Source: an optimization exercise on an open RTL-to-GDS flow (aim: small area, a short achievable clock period and few clock cycles). Production flows keep margins and buffers that such runs may drop.
Only simulation tests tie the RTL to the original design; equivalence was not proved.
Power and IR drop assume default switching activity.

==> flow/run.sh <==
#!/bin/bash
# The standard layout (standard.sh: ORFS synthesis to finish), with these
# changes:
#  * the ports are buffered with sky130_fd_sc_hd__buf_1 instead of the
#    buffer buffer_ports picks on its own (every port still gets a buffer);
#  * ORFS's repair_timing steps aim for more setup slack than the clock
#    period needs, so that they size up the gates of the worst paths; after
#    placement they only resize and swap pins (no buffering or cloning).
# The clock, the SDC and everything else are the standard flow's.
set -euo pipefail
export BUFFER_PORTS_ARGS="-buffer_cell sky130_fd_sc_hd__buf_1"
SETUP_SLACK_MARGIN=76 bash standard.sh synth floorplan > standard_flow_floorplan.log 2>&1
SETUP_SLACK_MARGIN=75 SETUP_MOVE_SEQUENCE="unbuffer,sizeup,swap" bash standard.sh > standard_flow.log 2>&1
==> standard.sh <==
#!/bin/bash
# synth_recipe.tcl (not shown) runs the flow's synth.tcl, then flattens the netlist and writes it again
# the make line also repeats each setting of config.mk as NAME=value (left out here)
make -C /OpenROAD-flow-scripts/flow DESIGN_CONFIG=/design/flow/config.mk WORK_HOME=/design/flow/orfs CLKGATE_MAP_FILE= SYNTH_SCRIPT=/design/flow/synth_recipe.tcl "${@:-finish}"
==> config.mk <==
export PLATFORM = sky130hd
export DESIGN_NAME = unthbuf_unit
export DESIGN_NICKNAME = unthbuf_unit
export VERILOG_FILES = /design/flow/design.v
export SDC_FILE = /design/flow/constraint.sdc
export NUM_CORES = 4
export LEC_CHECK = 0
export CAP_MARGIN = 20
export CORE_MARGIN = 2
export CORE_UTILIZATION = 40
export PLACE_DENSITY = 0.6
export SLEW_MARGIN = 20
export SYNTH_HIERARCHICAL = 1
export TNS_END_PERCENT = 20
==> constraint.sdc <==
create_clock -name core_clock -period 100.0 [get_ports {clk}]
set_input_delay 20.0000 -clock core_clock [delete_from_list [all_inputs] [get_ports {clk}]]
set_output_delay 20.0000 -clock core_clock [all_outputs]
set_load 0.01 [all_outputs]
==> design.v <==
module unthbuf_unit (
    input  wire        clk,
    input  wire        rst,         
    input  wire        cmd_valid,
    input  wire [7:0]  cmd_op,
    input  wire [63:0] cmd_a,
    input  wire [63:0] cmd_b,
    output reg         rsp_valid,
    output wire [7:0]  rsp_status,
    output wire [63:0] rsp_d0,
    output wire [63:0] rsp_d1
);
    localparam MAX_CELLS = 8;
    localparam ST_OK        = 3'h0;
    localparam ST_BADWIDTH  = 3'h1;
    localparam ST_INDEX     = 3'h2;
    localparam ST_TOOWIDE   = 3'h3;
    localparam ST_CAPACITY  = 3'h4;
    localparam ST_ILLEGAL   = 3'h5;
    localparam ST_NOTCFG    = 3'h6;
    localparam ST_CELLRANGE = 3'h7;
    integer k;
    genvar  gi;
    function [9:0] add10(input [9:0] x, input [9:0] y);
        reg [9:0] g, p, gn, pn;
        integer i, d;
        begin
            g = x & y;
            p = x ^ y;
            for (d = 1; d < 10; d = d * 2) begin
                gn = g;
                pn = p;
                for (i = d; i < 10; i = i + 1) begin
                    gn[i] = g[i] | (p[i] & g[i-d]);
                    pn[i] = p[i] & p[i-d];
                end
                g = gn;
                p = pn;
            end
            add10 = (x ^ y) ^ {g[8:0], 1'b0};
        end
    endfunction
    function [9:0] sub10(input [9:0] x, input [9:0] y);
        reg [10:0] s;
        begin
            s = add11({x, 1'b1}, {~y, 1'b1});
            sub10 = s[10:1];
        end
    endfunction
    function ge10(input [9:0] x, input [9:0] y);
        reg [15:0] gt, eq, gtn, eqn;
        integer i, n;
        begin
            gt = {6'd0, x & ~y};
            eq = {6'h3f, ~(x ^ y)};
            for (n = 8; n >= 1; n = n / 2) begin
                gtn = 16'd0;
                eqn = 16'd0;
                for (i = 0; i < n; i = i + 1) begin
                    gtn[i] = gt[2*i+1] | (eq[2*i+1] & gt[2*i]);
                    eqn[i] = eq[2*i+1] & eq[2*i];
                end
                gt = gtn;
                eq = eqn;
            end
            ge10 = gt[0] | eq[0];
        end
    endfunction
    function [10:0] add11(input [10:0] x, input [10:0] y);
        reg [10:0] g, p, gn, pn;
        integer i, d;
        begin
            g = x & y;
            p = x ^ y;
            for (d = 1; d < 11; d = d * 2) begin
                gn = g;
                pn = p;
                for (i = d; i < 11; i = i + 1) begin
                    gn[i] = g[i] | (p[i] & g[i-d]);
                    pn[i] = p[i] & p[i-d];
                end
                g = gn;
                p = pn;
            end
            add11 = (x ^ y) ^ {g[9:0], 1'b0};
        end
    endfunction
    function [19:0] csa10(input [9:0] x, input [9:0] y, input [9:0] z);
        reg [9:0] c;
        begin
            c = (x & y) | (x & z) | (y & z);
            csa10 = {c[8:0], 1'b0, x ^ y ^ z};
        end
    endfunction
    function [6:0] epc_of(input [6:0] x);
        integer n;
        begin
            epc_of = 7'd0;
            for (n = 1; n <= 64; n = n + 1)
                if (x == n) epc_of = 64 / n;
        end
    endfunction
    function [6:0] ew_of(input [6:0] x);
        integer n;
        begin
            ew_of = 7'd0;
            for (n = 1; n <= 64; n = n + 1)
                if (x == n) ew_of = (64 / n) * n;
        end
    endfunction
    function [9:0] maxlen_of(input pk, input [6:0] x);
        integer n;
        begin
            maxlen_of = 10'd0;
            for (n = 1; n <= 64; n = n + 1)
                if (x == n) maxlen_of = pk ? (512 / n) : 8 * (64 / n);
        end
    endfunction
    reg        configured;
    reg        packed_lay;
    reg [6:0]  width;
    reg [9:0]  length;
    reg [6:0]  cell_bits;        
    reg [3:0]  cap_r;            
    reg        cap_new;          
    reg        cap_pend;         
    reg  [63:0] wmask;
    always @(*)
        for (k = 0; k < 64; k = k + 1)
            wmask[k] = (k < width);
    wire is_cfga = (cmd_op == 8'h01);
    wire is_cfgp = (cmd_op == 8'h02);
    wire is_cfg  = is_cfga | is_cfgp;
    wire is_get  = (cmd_op == 8'h03);
    wire is_set  = (cmd_op == 8'h04);
    wire is_len  = (cmd_op == 8'h05);
    wire is_pad  = (cmd_op == 8'h06);
    wire is_cap  = (cmd_op == 8'h07);
    wire is_loc  = (cmd_op == 8'h08);
    wire is_rdc  = (cmd_op == 8'h09);
    wire illegal = ~(is_cfg | is_get | is_set | is_len | is_pad | is_cap | is_loc | is_rdc);
    wire op_cfg_lo = (cmd_op[0] ^ cmd_op[1]) & ~cmd_op[2] & ~cmd_op[3];
    wire       a_hi  = |cmd_a[63:10];
    wire [9:0] ai    = cmd_a[9:0];
    wire [6:0] mul_w = op_cfg_lo ? cmd_b[6:0] : width;
    reg  [9:0] pp [0:5];
    always @(*) begin
        for (k = 0; k < 6; k = k + 1)
            pp[k] = (ai << k) & {10{mul_w[k]}};
        pp[0] = pp[0] | ((ai << 6) & {10{mul_w[6]}});
    end
    wire [19:0] m1 = csa10(pp[0], pp[1], pp[2]);
    wire [19:0] m2 = csa10(pp[3], pp[4], pp[5]);
    wire [19:0] m3 = csa10(m1[9:0], m1[19:10], m2[9:0]);
    wire [19:0] m4 = csa10(m3[9:0], m3[19:10], m2[19:10]);
    wire [9:0]  prod = add10(m4[9:0], m4[19:10]);
    wire       op_loc_lo = cmd_op[3] & ~cmd_op[0];    
    wire       dv_len    = cap_pend & ~op_loc_lo;
    wire [9:0] len_m1    = length - 10'd1;
    wire [9:0] dv_x      = dv_len ? len_m1 : ai;
    wire [9:0] e10 = {3'd0, epc_of(width)};
    wire [9:0] em [1:7];
    assign em[1] = e10;
    assign em[2] = e10 << 1;
    assign em[3] = add10(e10, e10 << 1);
    assign em[4] = e10 << 2;
    assign em[5] = add10(e10, e10 << 2);
    assign em[6] = em[3] << 1;
    assign em[7] = sub10(e10 << 3, e10);
    reg  [7:1] qge;
    always @(*)
        for (k = 1; k < 8; k = k + 1)
            qge[k] = ge10(dv_x, em[k]);
    wire [2:0] cell_al;
    assign cell_al[2] = qge[4];
    assign cell_al[1] = qge[6] | (qge[2] & ~qge[4]);
    assign cell_al[0] = qge[7] | (qge[5] & ~qge[6]) | (qge[3] & ~qge[4]) | (qge[1] & ~qge[2]);
    wire [3:0] cap_al = (length == 10'd0) ? 4'd0 : {1'b0, cell_al} + 4'd1;
    wire idx_oob  = a_hi | ge10(ai, length);
    wire too_wide = |(cmd_b & ~wmask);
    wire [9:0] cb10     = {3'd0, cell_bits};
    wire [19:0] r1      = csa10(cb10 & {10{cmd_a[0]}}, (cb10 << 1) & {10{cmd_a[1]}},
                                (cb10 << 2) & {10{cmd_a[2]}});
    wire [9:0] rdc_pos  = add10(r1[9:0], r1[19:10]);
    wire       cfg_w_ok   = ~(|cmd_b[63:7]) & (cmd_b[6:0] != 7'd0) & (cmd_b[6:0] <= 7'd64);
    wire       cfg_cap_ok = ~a_hi & ge10(maxlen_of(is_cfgp, cmd_b[6:0]), ai);
    reg [2:0] status;
    always @(*) begin
        if (illegal)              status = ST_ILLEGAL;
        else if (is_cfg) begin
            if (!cfg_w_ok)        status = ST_BADWIDTH;
            else if (!cfg_cap_ok) status = ST_CAPACITY;
            else                  status = ST_OK;
        end
        else if (!configured)     status = ST_NOTCFG;
        else if (is_get | is_loc) status = idx_oob ? ST_INDEX : ST_OK;
        else if (is_set)          status = idx_oob ? ST_INDEX : too_wide ? ST_TOOWIDE : ST_OK;
        else                      status = ST_OK;
    end
    wire ok     = (status == ST_OK);
    wire accept = cmd_valid & ~rst;
    wire [9:0] s_in  = is_rdc ? {1'b0, rdc_pos[8:0]} : prod;
    reg  [7:0] th_gt, th_eq, th_ge, th_a, th_b;
    always @(*)
        for (k = 0; k < 8; k = k + 1) begin
            th_gt[k] = (k > s_in[5:3]);
            th_eq[k] = (k == s_in[5:3]);
            th_ge[k] = (k >= s_in[2:0]);
            th_a[k]  = s_in[6] ? (k < s_in[5:3]) : (k > s_in[5:3]);
            th_b[k]  = s_in[6] ? (k < s_in[2:0]) : (k >= s_in[2:0]);
        end
    wire [3:0] c_in1 = {1'b0, s_in[8:6]} + 4'd1;
    reg [2:0]  st_r;
    reg        k_ext, k_rdc, k_len, k_pad, k_cap, k_loc;
    reg        set_r, clr_r;
    reg [9:0]  s_r;               
    reg        rdc_r;             
    reg [2:0]  ra_r;              
    reg        ra_big;            
    reg [7:0]  gt_r, eq_r, ge_r;  
    reg [7:0]  ia_r, ib_r;        
    reg [2:0]  cal_r;             
    reg [3:0]  esel_r;            
    reg [3:0]  osel_r;            
    reg [5:0]  amt_r;             
    reg [63:0] b_r;
    always @(posedge clk) begin
        if (rst) begin
            rsp_valid  <= 1'b0;
            configured <= 1'b0;
            set_r      <= 1'b0;
            clr_r      <= 1'b0;
            cap_new    <= 1'b0;
            cap_pend   <= 1'b0;
        end else begin
            rsp_valid <= cmd_valid;
            set_r     <= cmd_valid & ok & is_set;
            clr_r     <= cmd_valid & ok & is_cfg;
            if (cmd_valid & ok & is_cfg)
                configured <= 1'b1;
            cap_new <= cmd_valid & ok & is_cfg;
            if (cmd_valid & ok & is_cfg)
                cap_pend <= 1'b1;
            else if (packed_lay | dv_len)
                cap_pend <= 1'b0;
        end
    end
    always @(posedge clk)
        if (cap_new & packed_lay)
            cap_r <= s_r[9:6] + {3'd0, |s_r[5:0]};
        else if (dv_len & ~packed_lay)
            cap_r <= cap_al;
    always @(posedge clk) begin
        st_r  <= status;
        k_ext <= ok & (is_get | is_rdc);
        k_rdc <= is_rdc;
        rdc_r <= is_rdc & configured;
        ra_r  <= cmd_a[2:0];
        ra_big <= |cmd_a[63:3];
        k_len <= ok & is_len;
        k_pad <= ok & is_pad;
        k_cap <= ok & is_cap;
        k_loc <= ok & is_loc;
        s_r   <= s_in;
        amt_r <= s_in[5:0] ^ {6{is_set}};
        for (k = 0; k < 4; k = k + 1) begin
            esel_r[k] <= (c_in1[3:1] == k);
            osel_r[k] <= (s_in[8:7] == k);
        end
        b_r   <= cmd_b;
        gt_r  <= th_gt;
        eq_r  <= th_eq;
        ge_r  <= th_ge;
        ia_r  <= th_a;
        ib_r  <= th_b;
        cal_r <= cell_al;
        if (accept & ok & is_cfg) begin
            packed_lay <= is_cfgp;
            width      <= cmd_b[6:0];
            length     <= ai;
            cell_bits  <= is_cfgp ? 7'd64 : ew_of(cmd_b[6:0]);
        end
    end
    reg [63:0] cells [0:MAX_CELLS-1];
    wire [2:0] rc  = s_r[8:6];
    wire [5:0] ro  = s_r[5:0];
    reg  [63:0] ge_o;                      
    always @(*)
        for (k = 0; k < 64; k = k + 1)
            ge_o[k] = gt_r[k / 8] | (eq_r[k / 8] & ge_r[k % 8]);
    reg  [63:0] ev, od;
    always @(*) begin
        ev = 64'd0;
        od = 64'd0;
        for (k = 0; k < 4; k = k + 1) begin
            ev = ev | (cells[2*k]   & {64{esel_r[k]}});
            od = od | (cells[2*k+1] & {64{osel_r[k]}});
        end
    end
    reg  [63:0] in_ev;
    always @(*)
        for (k = 0; k < 64; k = k + 1)
            in_ev[k] = ia_r[k / 8] | (eq_r[k / 8] & ib_r[k % 8]);
    wire [63:0] g_ev = in_ev & {64{~set_r}};
    wire [63:0] g_od = ~in_ev & {64{~set_r}};
    wire [63:0] rin  = (ev & g_ev) | (od & g_od) | ({b_r[0], b_r[63:1]} & {64{set_r}});
    wire [63:0]  rot;
    unthbuf_rot64 u_rot (.x(rin), .amt(amt_r), .y(rot));
    wire [8:0] pad = packed_lay ? 9'd0 : (7'd64 - cell_bits) * cap_r;
    wire       rdc_oob = rdc_r & (ra_big | ({1'b0, ra_r} >= cap_r));
    wire [6:0] mw = k_rdc ? cell_bits : width;
    reg  [63:0] xmask;
    always @(*)
        for (k = 0; k < 64; k = k + 1)
            xmask[k] = k_ext & ~rdc_oob & (k < mw);
    wire [63:0] ext = rot & xmask;
    wire [6:0] endv    = {1'b0, ro} + width;
    wire       span    = packed_lay & (endv > 7'd64);
    wire [9:0] al_base  = cal_r * cell_bits;
    wire [5:0] loc_off  = packed_lay ? ro : (ro - al_base[5:0]);
    wire [2:0] loc_cell = packed_lay ? rc : cal_r;
    wire [6:0] low_bits  = span ? (7'd64 - {1'b0, ro}) : width;
    wire [6:0] high_bits = span ? (endv - 7'd64) : 7'd0;
    assign rsp_status = {5'd0, rdc_oob ? ST_CELLRANGE : st_r};
    assign rsp_d0 = ext
                  | (k_len ? {54'd0, length} : 64'd0)
                  | (k_cap ? {60'd0, cap_r} : 64'd0)
                  | (k_pad ? {55'd0, pad} : 64'd0)
                  | (k_loc ? {61'd0, loc_cell} : 64'd0);
    assign rsp_d1 = k_loc ? {41'd0, high_bits, 1'b0, low_bits, 1'b0, span, loc_off} : 64'd0;
    wire        end_h = endv[6];
    reg  [63:0] lt_e;
    always @(*)
        for (k = 0; k < 64; k = k + 1)
            lt_e[k] = (k < endv[5:0]);
    wire [63:0] win    = (ge_o & (lt_e | {64{end_h}})) | (lt_e & {64{end_h}});
    wire [63:0] wr_ev  = win & in_ev;
    wire [63:0] wr_od  = win & ~in_ev;
    wire [63:0] new_ev, new_od;
    unthbuf_merge u_mev (.old(ev), .ins(rot), .sel(wr_ev), .clr(clr_r), .y(new_ev));
    unthbuf_merge u_mod (.old(od), .ins(rot), .sel(wr_od), .clr(clr_r), .y(new_od));
    generate
        for (gi = 0; gi < 4; gi = gi + 1) begin : g_wr
            wire we_ev = clr_r | (set_r & esel_r[gi]);
            wire we_od = clr_r | (set_r & osel_r[gi]);
            always @(posedge clk) begin
                if (we_ev) cells[2*gi]   <= new_ev;
                if (we_od) cells[2*gi+1] <= new_od;
            end
        end
    endgenerate
endmodule
module unthbuf_rot64 (
    input  wire [63:0] x,
    input  wire [5:0]  amt,
    output reg  [63:0] y
);
    integer k;
    always @(*) begin
        y = x;
        for (k = 0; k < 6; k = k + 1)
            if (amt[k]) y = (y >> (1 << k)) | (y << (64 - (1 << k)));
    end
endmodule
module unthbuf_merge (
    input  wire [63:0] old,
    input  wire [63:0] ins,
    input  wire [63:0] sel,
    input  wire        clr,
    output wire [63:0] y
);
    assign y = {64{~clr}} & ((sel & ins) | (~sel & old));
endmodule
==> results of run 1 <==
layout make-up:
class	count	area share, %
antenna	2	0.0103
clock inverter	45	1.01
multi-input combinational	3005	47.1
sequential	690	39.5
clock buffer	96	4.38
timing repair buffer	314	3.20
inverter	137	1.10
tap	1414	3.63
state kept, by name (all words and copies together), names as in the netlist, 3 cells and up:
name       count
ge_r           7
cell_bits      7
width          7
b_r           64
cap_r          4
osel_r         4
esel_r         4
eq_r           8
amt_r          6
gt_r           8
cells        512
st_r           3
ra_r           3
s_r           10
ia_r           8
cal_r          3
ib_r           8
length        10
where the power goes:
part           total (W)  leakage (nW)  switching, W  internal (W)
logic           0.000927          10.0      0.000607      0.000320
registers       0.000435          6.13     0.0000391      0.000396
clock network   0.000298          1.28      0.000124      0.000174
worst reg2reg max path, cell delays in order (launching register included):
cell and delay (ns):
sky130_fd_sc_hd__edfxtp_1 0.46, sky130_fd_sc_hd__buf_4 0.30, sky130_fd_sc_hd__nor3_1 0.57, sky130_fd_sc_hd__nor2_1 0.08, sky130_fd_sc_hd__nor2_1 0.10, sky130_fd_sc_hd__nor2_1 0.05, sky130_fd_sc_hd__a32oi_1 0.57, sky130_fd_sc_hd__inv_1 0.35
sky130_fd_sc_hd__ha_1 0.33, sky130_fd_sc_hd__fa_1 0.41, sky130_fd_sc_hd__a21oi_1 0.15, sky130_fd_sc_hd__o21bai_1 0.10, sky130_fd_sc_hd__a21oi_1 0.18, sky130_fd_sc_hd__nor2_1 0.07, sky130_fd_sc_hd__xnor2_1 0.22, sky130_fd_sc_hd__ha_1 0.28
sky130_fd_sc_hd__o21a_1 0.10, sky130_fd_sc_hd__o21ai_0 0.23, sky130_fd_sc_hd__a211oi_1 0.09, sky130_fd_sc_hd__nor3_1 0.81, sky130_fd_sc_hd__o21ai_0 0.59, sky130_fd_sc_hd__ha_1 0.39, sky130_fd_sc_hd__xor2_1 0.16, sky130_fd_sc_hd__nand2_1 0.06
sky130_fd_sc_hd__o21ai_0 0.07
modules after synthesis (local to each module, per instance):
module / copies in the design / cells / cell area [um2] / flops+latches
unthbuf_merge: 2 / 135 / 960 / 0
unthbuf_unit: 1 / 3604 / 37000 / 690
unthbuf_rot64: 1 / 234 / 4610 / 0
logic make-up after synthesis:
group,share of synthesized area (%)
DFF,44.1
muxes,13.5
adders and majority gates,6.84
and+or+nand+nor,13.0
xor gates and xnor gates,1.70
AOI/OAI and AO/OA,15.8
other,0.0172
buffers and inverters,5.03
timing repair:
action / 4_1_cts / 5_1_grt
pin swaps: 0 / 3
endpoints found under the setup margin: 74 / 22
gates resized for setup: 115 / 53
buffers inserted: 0 / 0
hold endpoints to repair: 0 / 0
layout by cell type (no fill, tap or decap), types with 125 or more instances in the layout:
cell type	synthesis	final
sky130_fd_sc_hd__a21oi_1	221	215
sky130_fd_sc_hd__a22oi_1	273	273
sky130_fd_sc_hd__buf_1	57	220
sky130_fd_sc_hd__dfxtp_1	149	129
sky130_fd_sc_hd__edfxtp_1	541	541
sky130_fd_sc_hd__ha_1	146	141
sky130_fd_sc_hd__inv_1	130	125
sky130_fd_sc_hd__mux2i_1	149	145
sky130_fd_sc_hd__mux4_2	189	190
sky130_fd_sc_hd__nand2_1	394	393
sky130_fd_sc_hd__nor2_1	385	384
sky130_fd_sc_hd__o21ai_0	304	237
path summary, 6_finish.rpt:
| kind | to | slack (ns) | start | cells after the start |
|---|---|---|---|---|
| max reg2reg | cap_r[2]$_DFFE_PP_ | 93.03 | width[1]$_DFFE_PP_ | 24 |
| min reg2reg | cap_pend$_SDFFE_PP0P_ | 0.54 | cap_pend$_SDFFE_PP0P_ | 1 |
| max | rsp_d0[9] | 74.88 | osel_r[3]$_DFF_P_ | 11 |
| min | cap_pend$_SDFFE_PP0P_ | 0.54 | cap_pend$_SDFFE_PP0P_ | 1 |
per-stage QoR:
step	instances	hold WS, ns	util (%)	total power, W
after global placement	5560	0.503	42.1	0.00128
after global routing	5701	0.568	44.9	0.00170
after CTS	5701	0.532	44.7	0.00160
after detailed placement	5560	0.519	42.1	0.00129
after floorplan	4157	0.487	-	0.000969
final	5703	0.540	44.9	0.00166
layer usage:
metal | global-route usage [%] | routed length, um | up-vias
li1 | - | - | 15700
met1 | 39.0 | 64800 | 18100
met2 | 44.3 | 73400 | 2572
met3 | 9.68 | 22600 | 445
met4 | 14.6 | 10100 | 10
met5 | 0 | 56 | -
==> reports/qor_table.md, run 1 <==
| Quantity | Value | Unit |
| --- | --- | --- |
| Seq/Total Area, Yosys | 44.1 | % |
| Top-Level Pins | 276 | - |
| First drt pass iteration count | 6 | - |
| CTS tree | yes | - |
| Syn-to-layout area delta | 11.9 | % |
| Residual DRC | 0 | - |
| Largest area contributor in the netlist | sky130_fd_sc_hd__edfxtp_1 | - |
| Number of nets in the finished design | 4558 | - |
| Post-DP Area | 0.0456 | mm2 |
| Cell area after synthesis | 0.0436 | mm2 |
| Maximum fanout along the worst path | 44 | - |
| Floorplan die width | 334 | um |
| Most frequently used cell type in the post-synthesis netlist | sky130_fd_sc_hd__edfxtp_1 | - |
| Power per standard cell area | 34.1 | mW/mm2 |
| Rel. slew slack | 10.5 | % |
| Required time of the critical path | 80.00 | ns |
| Top cells by area, synth | sky130_fd_sc_hd__edfxtp_1 37%, sky130_fd_sc_hd__mux4_2 9.8%, sky130_fd_sc_hd__dfxtp_1 6.8%, sky130_fd_sc_hd__a22oi_1 4.7%, sky130_fd_sc_hd__ha_1 4.2% | - |
| Number of cells produced by synthesis | 4108 | - |
| Number of nets still failing antenna checks after routing | 0 | - |
| Pre-CTS worst setup slack | 73.93 | ns |
| Share of cells above drive strength 1 | 13.2 | % |
| Number of buffers between clock root and the deepest sink | 3 | - |
| Die Y | 334 | um |
| Initial antenna violation count | 8 | - |
| First-iteration detailed-routing DRC count | 5715 | - |
| Filler instances | 10200 | - |
| Pin count of the biggest net entering global routing | 93 | - |
| Post-Route Skew | 0.0239 | ns |
| Buffers on Ports | 226 | - |
| Area inside the core boundary | 0.108 | mm2 |
| Detailed-route vias per instance | 6.45 | - |
| Critical path type | reg -> out | - |
| Area occupied by multi-input gates | 0.0230 | mm2 |
| Min Tclk post-route | 25.12 | ns |
| Total Die Area | 0.112 | mm2 |
| Number of hold violations in the final report | 0 | - |
| Number of synthesized register bits | 690 | - |
| Unrepaired setup endpoints after global routing | yes | - |
| Initial Util | 40.2 | % |
| Num Clock Sinks | 690 | - |
| Count of hold buffers inserted by post-cts repair | 0 | - |
| Routability cong. | 1.15 | - |
| Area taken by flip-flops and latches | 0.0193 | mm2 |
| WP data arrival | 5.12 | ns |
| Global-route wire length before repair | 242000 | um |
| Clock insertion delay at the later pin of the skew report | 0.66 | ns |
| Longest individual stage delay on the worst path | 0.82 | ns |
| Post-synth top cells | 541 x sky130_fd_sc_hd__edfxtp_1, 394 x sky130_fd_sc_hd__nand2_1, 385 x sky130_fd_sc_hd__nor2_1, 304 x sky130_fd_sc_hd__o21ai_0, 273 x sky130_fd_sc_hd__a22oi_1 | - |
| Startpoint class of the critical path | flop | - |
| Fmax | 39.8 | MHz |
| Number of levels in the clock H-tree | 3 | - |
| CP Capture Type | primary output | - |
| Via count of the first global-routing pass | 34200 | - |
| Number of buffers added by the clock tree synthesis step | 77 | - |
| Final number of max-transition violations | 0 | - |
| Transition time of the tightest slew-check pin | 1.34 | ns |
| Wire length after detailed routing | 171000 | um |
| Clock input transition at the sequential cells of the worst setup and hold paths | 0.06 | ns |
| Critical path's top delay family | compound AO/OA/AOI/OAI gates | - |
| CTS root buf | sky130_fd_sc_hd__clkbuf_16 | - |
| Total setup violations reported at the end of the flow | 0 | - |
| Async set or reset register ratio after synthesis | 0 | % |
| Hold crit path type | reg -> reg | - |
| Post-DP HPWL | 125000 | um |
| Total overflow reported by the global router | 0 | - |
| Outcome | timing/DRC/antenna clean | - |
| GRT Overall Usage | 29.8 | % |
| Syn_area_per_cell | 10.6 | um2 |
| Cell row count | 121 | - |
| Post-route cell area | 0.0487 | mm2 |
| Max stage delay cell, worst path | sky130_fd_sc_hd__dfxtp_2 | - |
| Worst vdd rail ir drop | 18.2 | uV |
| Final TNS setup | 0 | ns |
| Number of enable-type register cells in the synthesized netlist | 541 | - |
| Routed length per instance | 30.0 | um |
| Via count | 36800 | - |
| Critical-path cell list | buf_6 > a22oi_1 > nand3_1 > o21ai_2 > o21ai_0 > mux4_2 > mux4_2 > mux4_2 > o21ai_0 > o21ai_0 > buf_1 | - |
| YS warnings | 10 | - |
| Post-route setup slack | 74.88 | ns |
| Max Cap Viol | 0 | - |
| Count of buffer and inverter cells on the critical path | 2 | - |
| Standby leakage power | 17.4 | nW |
| Number of distinct library cells after synthesis | 102 | - |
| Final period utilization | 25.1 | % |
| Top flip-flop cell by instance count after synthesis | sky130_fd_sc_hd__edfxtp_1 | - |
| Top cell type's share of synthesized area | 37.3 | % |
Testbench counts, summed over its fixed seeds: cycles 12,000.
==> run 2: changes to the inputs <==
--- a/design.v
+++ b/design.v
@@ -93,12 +93,4 @@
         end
     endfunction
-    function [6:0] epc_of(input [6:0] x);
-        integer n;
-        begin
-            epc_of = 7'd0;
-            for (n = 1; n <= 64; n = n + 1)
-                if (x == n) epc_of = 64 / n;
-        end
-    endfunction
     function [6:0] ew_of(input [6:0] x);
         integer n;
@@ -123,6 +115,6 @@
     reg [6:0]  cell_bits;        
     reg [3:0]  cap_r;            
-    reg        cap_new;          
-    reg        cap_pend;         
+    reg [8:0]  cb3_r;            
+    reg [9:0]  cb5_r, cb7_r;
     reg  [63:0] wmask;
     always @(*)
@@ -155,29 +147,8 @@
     wire [19:0] m4 = csa10(m3[9:0], m3[19:10], m2[19:10]);
     wire [9:0]  prod = add10(m4[9:0], m4[19:10]);
-    wire       op_loc_lo = cmd_op[3] & ~cmd_op[0];    
-    wire       dv_len    = cap_pend & ~op_loc_lo;
-    wire [9:0] len_m1    = length - 10'd1;
-    wire [9:0] dv_x      = dv_len ? len_m1 : ai;
-    wire [9:0] e10 = {3'd0, epc_of(width)};
-    wire [9:0] em [1:7];
-    assign em[1] = e10;
-    assign em[2] = e10 << 1;
-    assign em[3] = add10(e10, e10 << 1);
-    assign em[4] = e10 << 2;
-    assign em[5] = add10(e10, e10 << 2);
-    assign em[6] = em[3] << 1;
-    assign em[7] = sub10(e10 << 3, e10);
-    reg  [7:1] qge;
-    always @(*)
-        for (k = 1; k < 8; k = k + 1)
-            qge[k] = ge10(dv_x, em[k]);
-    wire [2:0] cell_al;
-    assign cell_al[2] = qge[4];
-    assign cell_al[1] = qge[6] | (qge[2] & ~qge[4]);
-    assign cell_al[0] = qge[7] | (qge[5] & ~qge[6]) | (qge[3] & ~qge[4]) | (qge[1] & ~qge[2]);
-    wire [3:0] cap_al = (length == 10'd0) ? 4'd0 : {1'b0, cell_al} + 4'd1;
     wire idx_oob  = a_hi | ge10(ai, length);
     wire too_wide = |(cmd_b & ~wmask);
     wire [9:0] cb10     = {3'd0, cell_bits};
+    wire       cell_oob = (|cmd_a[63:3]) | ({1'b0, cmd_a[2:0]} >= cap_cur);
     wire [19:0] r1      = csa10(cb10 & {10{cmd_a[0]}}, (cb10 << 1) & {10{cmd_a[1]}},
                                 (cb10 << 2) & {10{cmd_a[2]}});
@@ -196,18 +167,15 @@
         else if (is_get | is_loc) status = idx_oob ? ST_INDEX : ST_OK;
         else if (is_set)          status = idx_oob ? ST_INDEX : too_wide ? ST_TOOWIDE : ST_OK;
+        else if (is_rdc)          status = cell_oob ? ST_CELLRANGE : ST_OK;
         else                      status = ST_OK;
     end
     wire ok     = (status == ST_OK);
+    wire [6:0] cb_cfg  = is_cfgp ? 7'd64 : ew_of(cmd_b[6:0]);
+    wire [9:0] cbc10   = {3'd0, cb_cfg};
+    wire [9:0] cb3_cfg = add10(cbc10, cbc10 << 1);
+    wire [9:0] cb5_cfg = add10(cbc10, cbc10 << 2);
+    wire [9:0] cb7_cfg = sub10(cbc10 << 3, cbc10);
     wire accept = cmd_valid & ~rst;
     wire [9:0] s_in  = is_rdc ? {1'b0, rdc_pos[8:0]} : prod;
-    reg  [7:0] th_gt, th_eq, th_ge, th_a, th_b;
-    always @(*)
-        for (k = 0; k < 8; k = k + 1) begin
-            th_gt[k] = (k > s_in[5:3]);
-            th_eq[k] = (k == s_in[5:3]);
-            th_ge[k] = (k >= s_in[2:0]);
-            th_a[k]  = s_in[6] ? (k < s_in[5:3]) : (k > s_in[5:3]);
-            th_b[k]  = s_in[6] ? (k < s_in[2:0]) : (k >= s_in[2:0]);
-        end
     wire [3:0] c_in1 = {1'b0, s_in[8:6]} + 4'd1;
     reg [2:0]  st_r;
@@ -215,14 +183,9 @@
     reg        set_r, clr_r;
     reg [9:0]  s_r;               
-    reg        rdc_r;             
-    reg [2:0]  ra_r;              
-    reg        ra_big;            
-    reg [7:0]  gt_r, eq_r, ge_r;  
-    reg [7:0]  ia_r, ib_r;        
-    reg [2:0]  cal_r;             
     reg [3:0]  esel_r;            
     reg [3:0]  osel_r;            
     reg [5:0]  amt_r;             
     reg [63:0] b_r;
+    reg [8:0]  pad_r;
     always @(posedge clk) begin
         if (rst) begin
@@ -231,6 +194,4 @@
             set_r      <= 1'b0;
             clr_r      <= 1'b0;
-            cap_new    <= 1'b0;
-            cap_pend   <= 1'b0;
         end else begin
             rsp_valid <= cmd_valid;
@@ -239,23 +200,10 @@
             if (cmd_valid & ok & is_cfg)
                 configured <= 1'b1;
-            cap_new <= cmd_valid & ok & is_cfg;
-            if (cmd_valid & ok & is_cfg)
-                cap_pend <= 1'b1;
-            else if (packed_lay | dv_len)
-                cap_pend <= 1'b0;
         end
     end
-    always @(posedge clk)
-        if (cap_new & packed_lay)
-            cap_r <= s_r[9:6] + {3'd0, |s_r[5:0]};
-        else if (dv_len & ~packed_lay)
-            cap_r <= cap_al;
     always @(posedge clk) begin
         st_r  <= status;
         k_ext <= ok & (is_get | is_rdc);
         k_rdc <= is_rdc;
-        rdc_r <= is_rdc & configured;
-        ra_r  <= cmd_a[2:0];
-        ra_big <= |cmd_a[63:3];
         k_len <= ok & is_len;
         k_pad <= ok & is_pad;
@@ -269,15 +217,14 @@
         end
         b_r   <= cmd_b;
-        gt_r  <= th_gt;
-        eq_r  <= th_eq;
-        ge_r  <= th_ge;
-        ia_r  <= th_a;
-        ib_r  <= th_b;
-        cal_r <= cell_al;
+        cap_r <= cap_cur;
+        pad_r <= packed_lay ? 9'd0 : (7'd64 - cell_bits) * cap_cur;
         if (accept & ok & is_cfg) begin
             packed_lay <= is_cfgp;
             width      <= cmd_b[6:0];
             length     <= ai;
-            cell_bits  <= is_cfgp ? 7'd64 : ew_of(cmd_b[6:0]);
+            cell_bits  <= cb_cfg;
+            cb3_r      <= cb3_cfg[8:0];
+            cb5_r      <= cb5_cfg;
+            cb7_r      <= cb7_cfg;
         end
     end
@@ -285,8 +232,19 @@
     wire [2:0] rc  = s_r[8:6];
     wire [5:0] ro  = s_r[5:0];
-    reg  [63:0] ge_o;                      
-    always @(*)
-        for (k = 0; k < 64; k = k + 1)
-            ge_o[k] = gt_r[k / 8] | (eq_r[k / 8] & ge_r[k % 8]);
+    reg  [7:0]  d_gt, d_eq, d_ge, d_ia, d_ib;
+    reg  [63:0] ge_o, in_ev;
+    always @(*) begin
+        for (k = 0; k < 8; k = k + 1) begin
+            d_gt[k] = (k > ro[5:3]);
+            d_eq[k] = (k == ro[5:3]);
+            d_ge[k] = (k >= ro[2:0]);
+            d_ia[k] = rc[0] ? (k < ro[5:3]) : (k > ro[5:3]);
+            d_ib[k] = rc[0] ? (k < ro[2:0]) : (k >= ro[2:0]);
+        end
+        for (k = 0; k < 64; k = k + 1) begin
+            ge_o[k]  = d_gt[k / 8] | (d_eq[k / 8] & d_ge[k % 8]);
+            in_ev[k] = d_ia[k / 8] | (d_eq[k / 8] & d_ib[k % 8]);
+        end
+    end
     reg  [63:0] ev, od;
     always @(*) begin
@@ -298,8 +256,4 @@
         end
     end
-    reg  [63:0] in_ev;
-    always @(*)
-        for (k = 0; k < 64; k = k + 1)
-            in_ev[k] = ia_r[k / 8] | (eq_r[k / 8] & ib_r[k % 8]);
     wire [63:0] g_ev = in_ev & {64{~set_r}};
     wire [63:0] g_od = ~in_ev & {64{~set_r}};
@@ -307,24 +261,47 @@
     wire [63:0]  rot;
     unthbuf_rot64 u_rot (.x(rin), .amt(amt_r), .y(rot));
-    wire [8:0] pad = packed_lay ? 9'd0 : (7'd64 - cell_bits) * cap_r;
-    wire       rdc_oob = rdc_r & (ra_big | ({1'b0, ra_r} >= cap_r));
+    wire [9:0] cm [0:7];
+    assign cm[0] = 10'd0;
+    assign cm[1] = cb10;
+    assign cm[2] = cb10 << 1;
+    assign cm[3] = {1'b0, cb3_r};
+    assign cm[4] = cb10 << 2;
+    assign cm[5] = cb5_r;
+    assign cm[6] = {cb3_r, 1'b0};
+    assign cm[7] = cb7_r;
+    reg  [7:1] dge;
+    reg  [6:0] dv_m;
+    always @(*) begin
+        for (k = 1; k < 8; k = k + 1)
+            dge[k] = ge10(s_r, cm[k]);
+        dv_m = 7'd0;
+        for (k = 1; k < 8; k = k + 1)
+            if (dge[k] && (k == 7 || !dge[(k + 1) % 8]))
+                dv_m = cm[k][6:0];
+    end
+    wire [2:0] dv_q;
+    assign dv_q[2] = dge[4];
+    assign dv_q[1] = dge[6] | (dge[2] & ~dge[4]);
+    assign dv_q[0] = dge[7] | (dge[5] & ~dge[6]) | (dge[3] & ~dge[4]) | (dge[1] & ~dge[2]);
+    wire [6:0] dv_r = s_r[6:0] - dv_m;
+    wire [3:0] cap_new = {1'b0, dv_q} + {3'd0, |dv_r};
+    wire [3:0] cap_cur = clr_r ? cap_new : cap_r;
     wire [6:0] mw = k_rdc ? cell_bits : width;
     reg  [63:0] xmask;
     always @(*)
         for (k = 0; k < 64; k = k + 1)
-            xmask[k] = k_ext & ~rdc_oob & (k < mw);
+            xmask[k] = k_ext & (k < mw);
     wire [63:0] ext = rot & xmask;
     wire [6:0] endv    = {1'b0, ro} + width;
     wire       span    = packed_lay & (endv > 7'd64);
-    wire [9:0] al_base  = cal_r * cell_bits;
-    wire [5:0] loc_off  = packed_lay ? ro : (ro - al_base[5:0]);
-    wire [2:0] loc_cell = packed_lay ? rc : cal_r;
+    wire [5:0] loc_off  = dv_r[5:0];
+    wire [2:0] loc_cell = dv_q;
     wire [6:0] low_bits  = span ? (7'd64 - {1'b0, ro}) : width;
     wire [6:0] high_bits = span ? (endv - 7'd64) : 7'd0;
-    assign rsp_status = {5'd0, rdc_oob ? ST_CELLRANGE : st_r};
+    assign rsp_status = {5'd0, st_r};
     assign rsp_d0 = ext
                   | (k_len ? {54'd0, length} : 64'd0)
                   | (k_cap ? {60'd0, cap_r} : 64'd0)
-                  | (k_pad ? {55'd0, pad} : 64'd0)
+                  | (k_pad ? {55'd0, pad_r} : 64'd0)
                   | (k_loc ? {61'd0, loc_cell} : 64'd0);
     assign rsp_d1 = k_loc ? {41'd0, high_bits, 1'b0, low_bits, 1'b0, span, loc_off} : 64'd0;
==> flow/run.sh (replaced) <==
#!/bin/bash
# The standard layout (standard.sh: ORFS synthesis to finish), with two
# changes:
#  * the ports are buffered with sky130_fd_sc_hd__buf_1 instead of the
#    buffer buffer_ports picks on its own (every port still gets a buffer);
#  * the floorplan step's gate sizing (ORFS's repair_timing after
#    synthesis) aims for more setup slack than the clock period needs, so
#    that it sizes the gates of the worst paths up.
# The clock, the SDC and everything else are the standard flow's.
set -euo pipefail
export BUFFER_PORTS_ARGS="-buffer_cell sky130_fd_sc_hd__buf_1"
SETUP_SLACK_MARGIN=76 bash standard.sh synth floorplan > standard_flow_floorplan.log 2>&1
bash standard.sh > standard_flow.log 2>&1
--- a/config.mk
+++ b/config.mk
@@ -12,3 +12,2 @@
 export SLEW_MARGIN = 20
 export SYNTH_HIERARCHICAL = 1
-export TNS_END_PERCENT = 20
==> reports/qor_table.md, run 2 <==
| Quantity | Value | Unit |
| --- | --- | --- |
| First drt pass iteration count | 7 | - |
| Top flip-flop cell by instance count after synthesis | sky130_fd_sc_hd__edfxtp_1 | - |
| CTS tree | yes | - |
| Async set or reset register ratio after synthesis | 0 | % |
| Resize count post-CTS | 0 | - |
| Top reg by flops | cells | - |
| Worst vdd rail ir drop | 18.5 | uV |
| Commonest non-fill, non-tap cells in the layout | 561 x sky130_fd_sc_hd__edfxtp_1, 432 x sky130_fd_sc_hd__nand2_1, 411 x sky130_fd_sc_hd__nor2_1 | - |
| Cell area after synthesis | 0.0432 | mm2 |
| Number of synthesized register bits | 675 | - |
| Largest area contributor in the netlist | sky130_fd_sc_hd__edfxtp_1 | - |
| R2R cell count | 36 | - |
| Most frequently used cell type in the post-synthesis netlist | sky130_fd_sc_hd__edfxtp_1 | - |
| Total overflow reported by the global router | 0 | - |
| Top-Level Pins | 276 | - |
| Largest register FFs | 512 | - |
| Share of cells above drive strength 1 | 11.3 | % |
| YS warnings | 11 | - |
| Capturing element of the worst setup path | rsp_d0[2] | - |
| First-iteration detailed-routing DRC count | 5178 | - |
| Top cell type's share of synthesized area | 39.0 | % |
| Part of the total power dissipated in sequential elements | 24.1 | % |
| Post-layout total power | 0.00172 | W |
| Top cells by area, synth | sky130_fd_sc_hd__edfxtp_1 39%, sky130_fd_sc_hd__mux4_2 9.9%, sky130_fd_sc_hd__dfxtp_1 5.3%, sky130_fd_sc_hd__mux2i_1 4.9%, sky130_fd_sc_hd__a22oi_1 4.7% | - |
| Cell Int Power | 0.000887 | W |
| Power per standard cell area | 36.1 | mW/mm2 |
| Clock input transition at the sequential cells of the worst setup and hold paths | 0.07 | ns |
| Number of enable-type register cells in the synthesized netlist | 561 | - |
| Total Die Area | 0.111 | mm2 |
| Min Tclk post-route | 26.96 | ns |
| CP Capture Type | primary output | - |
| Count of hold buffers inserted by post-cts repair | 0 | - |
| Cell row count | 120 | - |
| Logic pwr share | 60.4 | % |
| Maximum fanout along the worst path | 48 | - |
| Critical-path cell list | buf_4 > clkinv_1 > buf_4 > nand2_1 > o21a_1 > o21ai_0 > mux2i_1 > o21ai_0 > mux4_2 > mux4_2 > mux4_2 > a32oi_1 > nand2_1 > buf_1 | - |
| Number of levels in the clock H-tree | 3 | - |
| Initial Util | 40.3 | % |
| Register-to-register setup slack | 90.63 | ns |
| Die Y | 333 | um |
| WP data arrival | 6.96 | ns |
| Outcome | timing/DRC/antenna clean | - |
| Final period utilization | 27.0 | % |
| Max stage delay cell, worst path | sky130_fd_sc_hd__dfxtp_4 | - |
| Pin count of the biggest net entering global routing | 86 | - |
| WHS Path Cells | 2 | - |
| Fmax | 37.1 | MHz |
| Number of distinct library cells after synthesis | 98 | - |
| Required time of the critical path | 80.00 | ns |
| Post-Route Skew | 0.0437 | ns |
| Syn-to-layout area delta | 10.4 | % |
| Post-synth top cells | 561 x sky130_fd_sc_hd__edfxtp_1, 434 x sky130_fd_sc_hd__nand2_1, 416 x sky130_fd_sc_hd__nor2_1, 268 x sky130_fd_sc_hd__a22oi_1, 221 x sky130_fd_sc_hd__o21ai_0 | - |
| Buffers on Ports | 226 | - |
| Seq/Total Area, Yosys | 44.3 | % |
| Clock insertion delay at the later pin of the skew report | 0.66 | ns |
| Syn_area_per_cell | 10.8 | um2 |
| Filler instances | 10000 | - |
| Final TNS setup | 0 | ns |
| Most common cell after layout, fill and taps aside | sky130_fd_sc_hd__edfxtp_1 | - |
| Startpoint class of the critical path | flop | - |
| Post-CTS repair timing setup buffer count | 0 | - |
| Filler-free cell count of the finished design | 5575 | - |
| Registers with the most flip-flops | cells: 512 flops, b_r: 64 flops | - |
| Post-DP Area | 0.0453 | mm2 |
| Number of buffers added by the clock tree synthesis step | 73 | - |
| Most frequent CP cell | sky130_fd_sc_hd__mux4_2 | - |
| Pre-CTS worst setup slack | 73.88 | ns |
| Global-route wire length before repair | 248000 | um |
| Post-DP HPWL | 131000 | um |
| Number of buffers between clock root and the deepest sink | 3 | - |
| Critical path type | reg -> out | - |
| Number of hold violations in the final report | 0 | - |
| Critical path's top delay family | multiplexers | - |
| Post-route cell area | 0.0477 | mm2 |
| Via count of the first global-routing pass | 33900 | - |
| Via count | 36300 | - |
| Standby leakage power | 17.3 | nW |
| Post-route setup slack | 73.04 | ns |
| Max Cap Viol | 0 | - |
| Switch share | 48.5 | % |
| Total net switching power | 0.000835 | W |
| RR Endpoint | pad_r[8]$_SDFF_PP0_ | - |
| Initial antenna violation count | 13 | - |
| Final number of max-transition violations | 0 | - |
| Area inside the core boundary | 0.107 | mm2 |
| Detailed-route vias per instance | 6.50 | - |
| Num Clock Sinks | 675 | - |
| Transition time of the tightest slew-check pin | 1.20 | ns |
| Depth of the critical timing path with buffers and inverters included | 14 | - |
| Wire length after detailed routing | 175000 | um |
| Clock power share | 15.5 | % |
| Longest individual stage delay on the worst path | 0.71 | ns |
| Number of cells in the design after placement | 5440 | - |
| Beginning of the worst register-to-register path | cb3_r[0]$_DFFE_PP_ | - |
| CTS root buf | sky130_fd_sc_hd__clkbuf_16 | - |
| Number of nets in the finished design | 4443 | - |
| Floorplan die width | 333 | um |
| Routability cong. | 1.06 | - |
| Rel. slew slack | 19.0 | % |
| Residual DRC | 0 | - |
| Count of buffer and inverter cells on the critical path | 4 | - |
| Critical path launch point | s_r[6]$_DFF_P_ | - |
| Unrepaired setup endpoints after global routing | no | - |
| Hold crit path type | reg -> reg | - |
| Worst hold start | configured$_SDFFE_PP0P_ | - |
| Number of cells produced by synthesis | 3996 | - |
| Total setup violations reported at the end of the flow | 0 | - |
| Routed length per instance | 31.4 | um |
| Number of nets still failing antenna checks after routing | 0 | - |
| GRT Overall Usage | 30.9 | % |
run 2: changes by cell type after synthesis, sizes merged, moves of 20 or more:
cell and change:
dfxtp -35, and3 +28, nor3 -22, a21oi -67, nor2 +31, edfxtp +20, o22ai +22, nand2 +40
nand3 -78, inv +25, xnor2 +22, mux2i +62, o21ai -83, and2 -21
run 2: cell type report:
cell class	count	area, um2	area share, %
Antenna cell	3	7.51	0.0158
Sequential cell	675	19200	40.2
Tap cell	1403	1760	3.68
Clock buffer	107	2110	4.42
Multi-Input combinational cell	2901	22300	46.9
Timing Repair Buffer	301	1430	2.99
Inverter	162	626	1.31
Clock inverter	23	219	0.459
run 2: metal layers:
metal	vias to the layer above	wire [um]	part of all wire, %	global-route usage, %
met5	-	123	0.070	0
met1	18100	69400	40	41.6
li1	15300	-	-	-
met4	18	8460	4.8	12.8
met3	461	22300	13	9.64
met2	2414	75000	43	46.0
run 2: metrics by stage:
step                hold WS (ns)  utilization [%]
floorplan                  0.487                -
global placement           0.529             42.3
detailed placement         0.529             42.3
CTS                        0.544             44.5
global route               0.579             44.5
finish                     0.546             44.5
run 2: logic make-up (layout without fill, tap and decap cells):
logic type | after synthesis | count (layout) | share of synthesized area [%]
AOI/OAI and AO/OA | 974 | 974 | 15.1
adders and majority gates | 209 | 209 | 6.69
xor gates and xnor gates | 95 | 95 | 1.96
DFF | 675 | 675 | 44.3
and+or+nand+nor | 1166 | 1166 | 11.9
other | 1 | 52 | 0.00868
muxes | 408 | 408 | 15.1
buffers and inverters | 468 | 593 | 5.07
run 2: worst min-delay path by stage:
| stage | end | slack, ns |
|---|---|---|
| 4_1_cts | configured$_SDFFE_PP0P_ | 0.54 |
| 3_3_place_gp | configured$_SDFFE_PP0P_ | 0.53 |
| 3_5_place_dp | configured$_SDFFE_PP0P_ | 0.53 |
| 5_1_grt | configured$_SDFFE_PP0P_ | 0.58 |
| 2_1_floorplan | configured$_SDFFE_PP0P_ | 0.49 |
| 6_report | configured$_SDFFE_PP0P_ | 0.55 |
run 2: per-module statistics from Yosys, one instance, submodules excluded:
module / cells inside / cell area, um2 / flops+latches / times used
unthbuf_rot64: 234 / 4610 / 0 / 1
unthbuf_merge: 135 / 960 / 0 / 2
unthbuf_unit: 3492 / 36700 / 675 / 1
run 2: power groups by stage:
| stage | Combinational, W | Clock (W) | Sequential, W |
|---|---|---|---|
| after floorplan | 0.000625 | 0 | 0.000396 |
| after global placement | 0.000984 | 0 | 0.000421 |
| after detailed placement | 0.000983 | 0 | 0.000421 |
| after CTS | 0.000988 | 0.000269 | 0.000415 |
| after global routing | 0.00107 | 0.000280 | 0.000416 |
| final | 0.00104 | 0.000266 | 0.000415 |
run 2: worst register-to-register path, delay by kind of cell (launching register included):
kind / cells / cell delay [ns]
buffers and inverters: 5 / 0.91
adders and majority gates: 7 / 2.80
xor gates and xnor gates: 3 / 0.71
and+or+nand+nor: 9 / 2.13
DFF: 1 / 0.35
AOI/OAI and AO/OA: 11 / 2.12
muxes: 1 / 0.28
Testbench counts of run 2, summed over its fixed seeds: cycles 12,000.

-- what the ideal ports hide --
The flow's constraints put no driver on any port. The routed layouts listed below were extracted and timed again, unchanged, in two steps.
Step 1 assumes that a clkbuf_16 drives the clock port and a buf_2 every other input.
Step 2, shift: input delay + t, output delay - t, t = (earliest + latest rising clock arrival at the registers) / 2. This alone moves slack from input paths to output paths.
Slacks: no drivers / after step 1 / after step 2; pairs: no drivers / after step 1.
| run | shift t [ns] | setup WS [ns] | hold WS [ns] | clock arrival spread, ns |
|---|---|---|---|---|
| run 1 | 0.733 | 74.879 / 74.798 / 74.560 | 0.540 / 0.540 / 0.540 | 0.024 / 0.024 |
| run 2 | 0.705 | 73.036 / 72.969 / 73.674 | 0.546 / 0.546 / 0.546 | 0.043 / 0.044 |
After both steps every run listed still meets setup and hold. The setup slack of run 1, which loses most, moves by -0.081 ns with the drivers and by -0.319 ns with both steps.
